Source: an optimization exercise on an open RTL-to-GDS flow (aim: small area, a short achievable clock period and few clock cycles per item). Production flows keep margins and buffers that such runs may drop. In this exercise RTL edits were held to simulation tests only and were not proved equivalent to the original.

--- flow/config.mk ---
export PLATFORM = sky130hd
export DESIGN_NAME = pbkdf2_sha256
export DESIGN_NICKNAME = pbkdf2_sha256
export VERILOG_FILES = /design/flow/design.v
export SDC_FILE = /design/flow/constraint.sdc
export NUM_CORES = 4
export LEC_CHECK = 0
export CAP_MARGIN = 20
export CORE_MARGIN = 2
export CORE_UTILIZATION = 40
export SLEW_MARGIN = 20
--- flow/constraint.sdc ---
create_clock -name core_clock -period 15.0 [get_ports {clk}]
set_input_delay 3.0000 -clock core_clock [delete_from_list [all_inputs] [get_ports {clk}]]
set_output_delay 3.0000 -clock core_clock [all_outputs]
set_load 0.01 [all_outputs]
--- flow/design.v ---
module sha256_k (
    input  wire [5:0]  t,
    output reg  [31:0] k
);
    always @(*) begin
        case (t)
            6'd0: k = 32'h428a2f98;
            6'd1: k = 32'h71374491;
            6'd2: k = 32'hb5c0fbcf;
            6'd3: k = 32'he9b5dba5;
            6'd4: k = 32'h3956c25b;
            6'd5: k = 32'h59f111f1;
            6'd6: k = 32'h923f82a4;
            6'd7: k = 32'hab1c5ed5;
            6'd8: k = 32'hd807aa98;
            6'd9: k = 32'h12835b01;
            6'd10: k = 32'h243185be;
            6'd11: k = 32'h550c7dc3;
            6'd12: k = 32'h72be5d74;
            6'd13: k = 32'h80deb1fe;
            6'd14: k = 32'h9bdc06a7;
            6'd15: k = 32'hc19bf174;
            6'd16: k = 32'he49b69c1;
            6'd17: k = 32'hefbe4786;
            6'd18: k = 32'h0fc19dc6;
            6'd19: k = 32'h240ca1cc;
            6'd20: k = 32'h2de92c6f;
            6'd21: k = 32'h4a7484aa;
            6'd22: k = 32'h5cb0a9dc;
            6'd23: k = 32'h76f988da;
            6'd24: k = 32'h983e5152;
            6'd25: k = 32'ha831c66d;
            6'd26: k = 32'hb00327c8;
            6'd27: k = 32'hbf597fc7;
            6'd28: k = 32'hc6e00bf3;
            6'd29: k = 32'hd5a79147;
            6'd30: k = 32'h06ca6351;
            6'd31: k = 32'h14292967;
            6'd32: k = 32'h27b70a85;
            6'd33: k = 32'h2e1b2138;
            6'd34: k = 32'h4d2c6dfc;
            6'd35: k = 32'h53380d13;
            6'd36: k = 32'h650a7354;
            6'd37: k = 32'h766a0abb;
            6'd38: k = 32'h81c2c92e;
            6'd39: k = 32'h92722c85;
            6'd40: k = 32'ha2bfe8a1;
            6'd41: k = 32'ha81a664b;
            6'd42: k = 32'hc24b8b70;
            6'd43: k = 32'hc76c51a3;
            6'd44: k = 32'hd192e819;
            6'd45: k = 32'hd6990624;
            6'd46: k = 32'hf40e3585;
            6'd47: k = 32'h106aa070;
            6'd48: k = 32'h19a4c116;
            6'd49: k = 32'h1e376c08;
            6'd50: k = 32'h2748774c;
            6'd51: k = 32'h34b0bcb5;
            6'd52: k = 32'h391c0cb3;
            6'd53: k = 32'h4ed8aa4a;
            6'd54: k = 32'h5b9cca4f;
            6'd55: k = 32'h682e6ff3;
            6'd56: k = 32'h748f82ee;
            6'd57: k = 32'h78a5636f;
            6'd58: k = 32'h84c87814;
            6'd59: k = 32'h8cc70208;
            6'd60: k = 32'h90befffa;
            6'd61: k = 32'ha4506ceb;
            6'd62: k = 32'hbef9a3f7;
            6'd63: k = 32'hc67178f2;
            default: k = 32'h0;
        endcase
    end
endmodule
module sha256_compress (
    input  wire         clk,
    input  wire         rst,
    input  wire         start,
    input  wire [255:0] hin,
    input  wire [511:0] block,
    output reg          busy,
    output reg          done,
    output wire [255:0] hout
);
    reg [31:0] a, b, c, d, e, f, g, h;
    reg [31:0] w [0:15];      
    reg [5:0]  t;
    wire [31:0] kt;
    sha256_k u_k (.t(t), .k(kt));
    function [31:0] rotr;
        input [31:0] x;
        input integer n;
        rotr = (x >> n) | (x << (32 - n));
    endfunction
    wire [31:0] bsig0 = rotr(a, 2) ^ rotr(a, 13) ^ rotr(a, 22);
    wire [31:0] bsig1 = rotr(e, 6) ^ rotr(e, 11) ^ rotr(e, 25);
    wire [31:0] ch    = (e & f) ^ (~e & g);
    wire [31:0] maj   = (a & b) ^ (a & c) ^ (b & c);
    wire [31:0] t1    = h + bsig1 + ch + kt + w[0];
    wire [31:0] t2    = bsig0 + maj;
    wire [31:0] ssig0 = rotr(w[1], 7) ^ rotr(w[1], 18) ^ (w[1] >> 3);
    wire [31:0] ssig1 = rotr(w[14], 17) ^ rotr(w[14], 19) ^ (w[14] >> 10);
    wire [31:0] wnext = ssig1 + w[9] + ssig0 + w[0];
    assign hout = {hin[255:224] + a, hin[223:192] + b, hin[191:160] + c, hin[159:128] + d,
                   hin[127:96]  + e, hin[95:64]   + f, hin[63:32]   + g, hin[31:0]    + h};
    integer i;
    always @(posedge clk) begin
        if (rst) begin
            busy <= 1'b0;
            done <= 1'b0;
        end else begin
            done <= 1'b0;
            if (start) begin
                {a, b, c, d, e, f, g, h} <= hin;
                for (i = 0; i < 16; i = i + 1)
                    w[i] <= block[511 - 32*i -: 32];
                t    <= 6'd0;
                busy <= 1'b1;
            end else if (busy) begin
                h <= g;
                g <= f;
                f <= e;
                e <= d + t1;
                d <= c;
                c <= b;
                b <= a;
                a <= t1 + t2;
                for (i = 0; i < 15; i = i + 1)
                    w[i] <= w[i + 1];
                w[15] <= wnext;
                t <= t + 6'd1;
                if (t == 6'd63) begin
                    busy <= 1'b0;
                    done <= 1'b1;
                end
            end
        end
    end
endmodule
module pbkdf2_sha256 (
    input  wire         clk,
    input  wire         rst,           
    input  wire         in_valid,
    output wire         in_ready,
    input  wire [511:0] pw,
    input  wire [6:0]   pw_len,        
    input  wire [127:0] salt,
    output wire         out_valid,
    input  wire         out_ready,
    output wire [255:0] dk
);
    localparam [255:0] H0 = {32'h6a09e667, 32'hbb67ae85, 32'h3c6ef372, 32'ha54ff53a,
                             32'h510e527f, 32'h9b05688c, 32'h1f83d9ab, 32'h5be0cd19};
    localparam [13:0]  ITER = 14'd10000;
    localparam [2:0] S_IDLE  = 3'd0,
                     S_IPAD  = 3'd1,    
                     S_OPAD  = 3'd2,    
                     S_INNER = 3'd3,    
                     S_OUTER = 3'd4,    
                     S_DONE  = 3'd5;
    reg [2:0]   state;
    reg         issue;        
    reg [511:0] k0;           
    reg [127:0] salt_r;
    reg [255:0] hi, ho;       
    reg [255:0] msg;          
    reg [255:0] acc;          
    reg [13:0]  iter;         
    reg         first;
    reg [511:0] pw_mask;
    integer n;
    always @(*) begin
        for (n = 0; n < 64; n = n + 1)
            pw_mask[511 - 8*n -: 8] = (n < pw_len) ? pw[511 - 8*n -: 8] : 8'h00;
    end
    reg [511:0] blk;
    reg [255:0] hsel;
    always @(*) begin
        case (state)
            S_IPAD:  begin blk = k0 ^ {64{8'h36}}; hsel = H0; end
            S_OPAD:  begin blk = k0 ^ {64{8'h5c}}; hsel = H0; end
            S_INNER: begin
                blk  = first ? {salt_r, 32'd1, 8'h80, 280'd0, 64'd672}
                             : {msg, 8'h80, 184'd0, 64'd768};
                hsel = hi;
            end
            default: begin blk = {msg, 8'h80, 184'd0, 64'd768}; hsel = ho; end
        endcase
    end
    wire         c_busy, c_done;
    wire [255:0] c_out;
    sha256_compress u_sha (
        .clk(clk), .rst(rst), .start(issue), .hin(hsel), .block(blk),
        .busy(c_busy), .done(c_done), .hout(c_out)
    );
    assign in_ready  = (state == S_IDLE);
    assign out_valid = (state == S_DONE);
    assign dk        = acc;
    always @(posedge clk) begin
        if (rst) begin
            state <= S_IDLE;
            issue <= 1'b0;
        end else begin
            issue <= 1'b0;
            case (state)
                S_IDLE: begin
                    if (in_valid) begin
                        k0     <= pw_mask;
                        salt_r <= salt;
                        first  <= 1'b1;
                        iter   <= 14'd0;
                        state  <= S_IPAD;
                        issue  <= 1'b1;
                    end
                end
                S_IPAD: begin
                    if (c_done) begin
                        hi    <= c_out;
                        state <= S_OPAD;
                        issue <= 1'b1;
                    end
                end
                S_OPAD: begin
                    if (c_done) begin
                        ho    <= c_out;
                        state <= S_INNER;
                        issue <= 1'b1;
                    end
                end
                S_INNER: begin
                    if (c_done) begin
                        msg   <= c_out;
                        state <= S_OUTER;
                        issue <= 1'b1;
                    end
                end
                S_OUTER: begin
                    if (c_done) begin
                        msg   <= c_out;
                        acc   <= first ? c_out : (acc ^ c_out);
                        first <= 1'b0;
                        iter  <= iter + 14'd1;
                        if (iter == ITER - 14'd1) begin
                            state <= S_DONE;
                        end else begin
                            state <= S_INNER;
                            issue <= 1'b1;
                        end
                    end
                end
                S_DONE: begin
                    if (out_ready)
                        state <= S_IDLE;
                end
                default: state <= S_IDLE;
            endcase
        end
    end
endmodule
--- flow/run.sh ---
#!/bin/bash
# synth_recipe.tcl (not shown) runs the flow's synth.tcl, then flattens the netlist and writes it again
# the make line also repeats each setting of config.mk as NAME=value (left out here)
make -C /OpenROAD-flow-scripts/flow DESIGN_CONFIG=/design/flow/config.mk WORK_HOME=/design/flow/orfs CLKGATE_MAP_FILE= SYNTH_SCRIPT=/design/flow/synth_recipe.tcl finish
==> notes.md <==
sequential cells by signal, summed over array words and instances, names as in the netlist, 3 cells and up:
name / flops
msg: 256
u_sha.e: 32
u_sha.g: 32
iter: 14
u_sha.f: 32
state: 3
u_sha.t: 6
u_sha.d: 32
u_sha.h: 32
k0: 512
u_sha.b: 32
ho: 256
u_sha.w: 512
acc: 256
salt_r: 128
u_sha.a: 32
hi: 256
u_sha.kt: 32
u_sha.c: 32
placed cells by master, fill, tap and decap left out, types with 42 or more instances in the layout:
master / netlist / layout
clkinv_2: 0 / 45
ha_1: 390 / 390
clkbuf_16: 0 / 286
inv_1: 466 / 465
mux2i_1: 102 / 102
clkinv_1: 4 / 46
fa_1: 195 / 195
a22o_1: 115 / 115
a21oi_1: 903 / 891
nor2_1: 766 / 762
edfxtp_1: 2453 / 2453
o21bai_1: 43 / 42
o21ai_0: 416 / 397
a31oi_1: 52 / 51
mux2_2: 203 / 203
nand2_1: 406 / 403
nor2b_1: 157 / 155
buf_4: 0 / 137
o22a_1: 134 / 134
clkbuf_1: 473 / 55
o2bb2ai_1: 148 / 148
a21o_1: 216 / 216
o21a_1: 52 / 52
clkdlybuf4s50_1: 0 / 907
nor3_1: 139 / 136
a22oi_1: 74 / 72
o31ai_1: 67 / 66
nand3_1: 117 / 114
and2_1: 430 / 429
a221oi_1: 74 / 74
xor2_1: 238 / 238
nand2b_1: 302 / 300
xnor2_1: 642 / 642
kinds of logic after synthesis:
| logic type | after synthesis |
|---|---|
| AOI/OAI and AO/OA | 2589 |
| xor gates and xnor gates | 883 |
| adders and majority gates | 587 |
| buffers and inverters | 997 |
| DFF | 2491 |
| muxes | 307 |
| and+or+nand+nor | 2442 |
cell usage after synthesis, drive strengths merged (10+ instances only):
| master | number |
|---|---|
| and2 | 431 |
| a21boi | 15 |
| nor2b | 157 |
| inv | 467 |
| a221oi | 74 |
| a222oi | 29 |
| o21a | 52 |
| o21bai | 43 |
| nor2 | 766 |
| or3 | 28 |
| o2bb2ai | 148 |
| edfxtp | 2453 |
| clkbuf | 473 |
| o22a | 134 |
| o21ai | 434 |
| dfxtp | 38 |
| a31o | 13 |
| a22oi | 74 |
| a41oi | 10 |
| xnor2 | 642 |
| nor3 | 139 |
| o31ai | 68 |
| and3 | 25 |
| o41ai | 11 |
| mux2i | 102 |
| o311ai | 12 |
| a22o | 115 |
| xor2 | 238 |
| nand4 | 25 |
| o22ai | 37 |
| buf | 53 |
| a21oi | 910 |
| a31oi | 56 |
| nand3 | 117 |
| nand2b | 302 |
| a21o | 216 |
| a311oi | 13 |
| o211ai | 25 |
| ha | 390 |
| a211oi | 43 |
| mux2 | 203 |
| or2 | 12 |
| nand2 | 406 |
| fa | 195 |
layer usage:
layer | vias up | GRT usage
met5 | - | 0
met4 | 14 | 0.109
met3 | 718 | 0.0467
met2 | 4746 | 0.479
met1 | 46008 | 0.442
li1 | 39388 | -
area by class of cell:
| cell class | instances | area [sq um] | share of cell area |
|---|---|---|---|
| diodes | 14 | 35.0 | 0.000232 |
| clock inverters | 171 | 2250 | 0.0149 |
| flip-flops and latches | 2491 | 74400 | 0.494 |
| clock buffers | 341 | 7360 | 0.0488 |
| inverters | 471 | 1780 | 0.0118 |
| multi-input cells | 6808 | 49300 | 0.327 |
| repair buffers | 1060 | 10400 | 0.0691 |
| well taps | 4180 | 5230 | 0.0347 |
worst paths after layout:
path         depth (start not counted)         endpoint       startpoint  slack [ns]
max                                 33      u_sha.a[29]      u_sha.e[13]        6.37
max reg2reg                         33      u_sha.a[29]      u_sha.e[13]        6.37
min                                  1  u_sha.w[12][13]  u_sha.w[13][13]        0.51
min reg2reg                          1  u_sha.w[12][13]  u_sha.w[13][13]        0.51
through the flow:
stage                     hold WS [ns]  TNS (ns)  instance area (sq um)
after floorplan                  0.498  -6695.76                 127000
after global placement           0.505         0                 141000
after detailed placement         0.512         0                 141000
after CTS                        0.512         0                 151000
after global routing             0.523         0                 151000
final                            0.507         0                 151000
worst max-delay path: cells and delay by family (launching register included):
kind,cells,cell delay [ns]
DFF,1,0.59
xor gates and xnor gates,4,0.90
muxes,1,0.26
adders and majority gates,6,2.61
AOI/OAI and AO/OA,16,3.61
and+or+nand+nor,2,0.19
buffers and inverters,4,0.23
==> flow_summary_export.csv <==
group,metric,value,unit
layout,finalNetCount,12352,
layout,finalCoreUtilization,0.475,
logic_synthesis,synthMuxAreaShare,0.0264,
logic_synthesis,ys_seq_area_frac,0.585,
timing,min_period_over_period,0.575,
logic_synthesis,synth_fp_nets,11532,
timing,slew_headroom,0.170,
clock_tree,clkSinkCount,2491,
global_route,grt_pass1_wl,701,mm
logic_synthesis,synth_largest_area_cell,"edfxtp_1",
floorplanning,pin_count,909,
drt,dr_wl_met2,231,mm
clock_tree,ctsResizeCount,0,
global_route,antenna_found_initial,63,
floorplanning,die_area,322000,sq um
logic_synthesis,syn_avg_cell_area,12.3,sq um
logic_synthesis,synth-compound-area-share,0.133,
drt,first_pass_iters,8,
global_route,grt_usage,0.310,
critical_path,required,15.70,ns
placed_design,dp.cells,15008,
critical_path,cpPeakStageDelay,0.59,ns
logic_synthesis,netlist_instances,10296,
drt,drt_iter0_drc,11897,
timing,clock-skew-final,0.0503,ns
logic_synthesis,ys_warn_count,4,
worst_hold_path,min_path_type,"reg2reg",
drt,highest_layer,"met5",
floorplanning,start_util,0.401,
layout,syn_to_final_growth,18.6,%
clock_tree,clk_pin_slew,0.06,ns
floorplanning,rows,207,
drt,finalWirelength,514,mm
global_route,grt_overflow,0,
critical_path,arrival,9.32,ns
floorplanning,die_x,568,um
global_route,grt_max_degree,214,
placed_design,io_buffers,908,
drt,drt-wirelength-per-cell,33.1,um
drt,dr_total_vias,90874,
drt,drcViolationCount,0,
critical_path,cpMaxStageDelayCell,"edfxtp_1",
drt,wl_met3,43.6,mm
logic_synthesis,synth_area,127000,sq um
logic_synthesis,synth-edff-count,2453,
clock_tree,clk_latency,0.94,ns
placed_design,pre_cts_slack,6.50,ns
floorplanning,core_area,317000,sq um
timing,rsz0062_at_grt,"no",
critical_path,criticalPathCategory,"reg2reg",
job,drv_cap,0,
logic_synthesis,synth.distinct_cells,93,
layout,stdcell_count,15536,
clock_tree,cts_tree,"done",
logic_synthesis,synth-async-reset-ratio,0,
logic_synthesis,synth_xor_area_frac,0.0611,
logic_synthesis,synth_top_area_share,0.579,
clock_tree,numCtsBuffers,284,
logic_synthesis,yosys_most_used_dff,"edfxtp_1",
drt,vias_per_cell,5.85,
logic_synthesis,yosys.area_share.simple,0.0951,
drt,wl_met1,218,mm
global_route,grt_pass1_vias,87376,
clock_tree,htreeDepth,5,
clock_tree,cts_hold_buf,0,
critical_path,start_kind,"flop",
layout,fillers,28148,
placed_design,dp_hpwl,381,mm
timing,max_freq,116,MHz
drt,ant_nets,0,
clock_tree,postCtsSetupBuffers,0,
logic_synthesis,yosys-top-cells-area,"edfxtp_1 (58%), xnor2_1 (4.4%), ha_1 (3.8%)",
timing,maxSlewViolCount,0,
timing,hold_viol,0,
logic_synthesis,synth_top_family_by_area,"compound AO/OA/AOI/OAI gates",
logic_synthesis,synth_fa_ha_area_frac,0.0692,
layout,drive_gt1_frac,0.0779,
timing,setup_ws,6.37,ns
timing,tightestPinTransition,1.25,ns
run_status,outcome,"no timing/DRC/antenna violations",
placed_design,gp_congestion,0.939,
logic_synthesis,synth_seq_cells,2491,
floorplanning,die_y,568,um
clock_tree,root_buffer,"clkbuf_16",
critical_path,critPathMaxFanout,7,
timing,setup_viol,0,
timing,final.min_clock_period,8.63,ns
clock_tree,cts_buffer_depth,4,
critical_path,end_kind,"flop",
Testbench counts, summed over its fixed seeds: cycles 15,841,608, derives 12.

-- what the ideal ports hide --
The flow's constraints put no driver on any port. The routed layout listed below was extracted and timed again, unchanged, in two steps.
Step 1 (the two cells are an assumption about what drives the block):
set clk [get_ports {clk}]
set_driving_cell -lib_cell sky130_fd_sc_hd__clkbuf_16 $clk
set_driving_cell -lib_cell sky130_fd_sc_hd__buf_2 [delete_from_list [all_inputs] $clk]
Step 2 also shifts input and output timing later by t, the mid clock arrival at the registers, as if the neighbouring blocks saw the same clock.
a / b / c = ideal ports / drivers / drivers and shift; a / b = the first two.
t, ns: 1.029
setup slack, ns: 6.373 / 6.373 / 6.373
worst hold slack (ns): 0.507 / 0.507 / 0.507
clock arrival spread, ns: 0.058 / 0.058
pins driven straight from the clock port: 1
After both steps setup and hold are still met in this run. For this run, drivers alone change the setup slack by 0.000 ns; drivers and shift together by 0.000 ns.
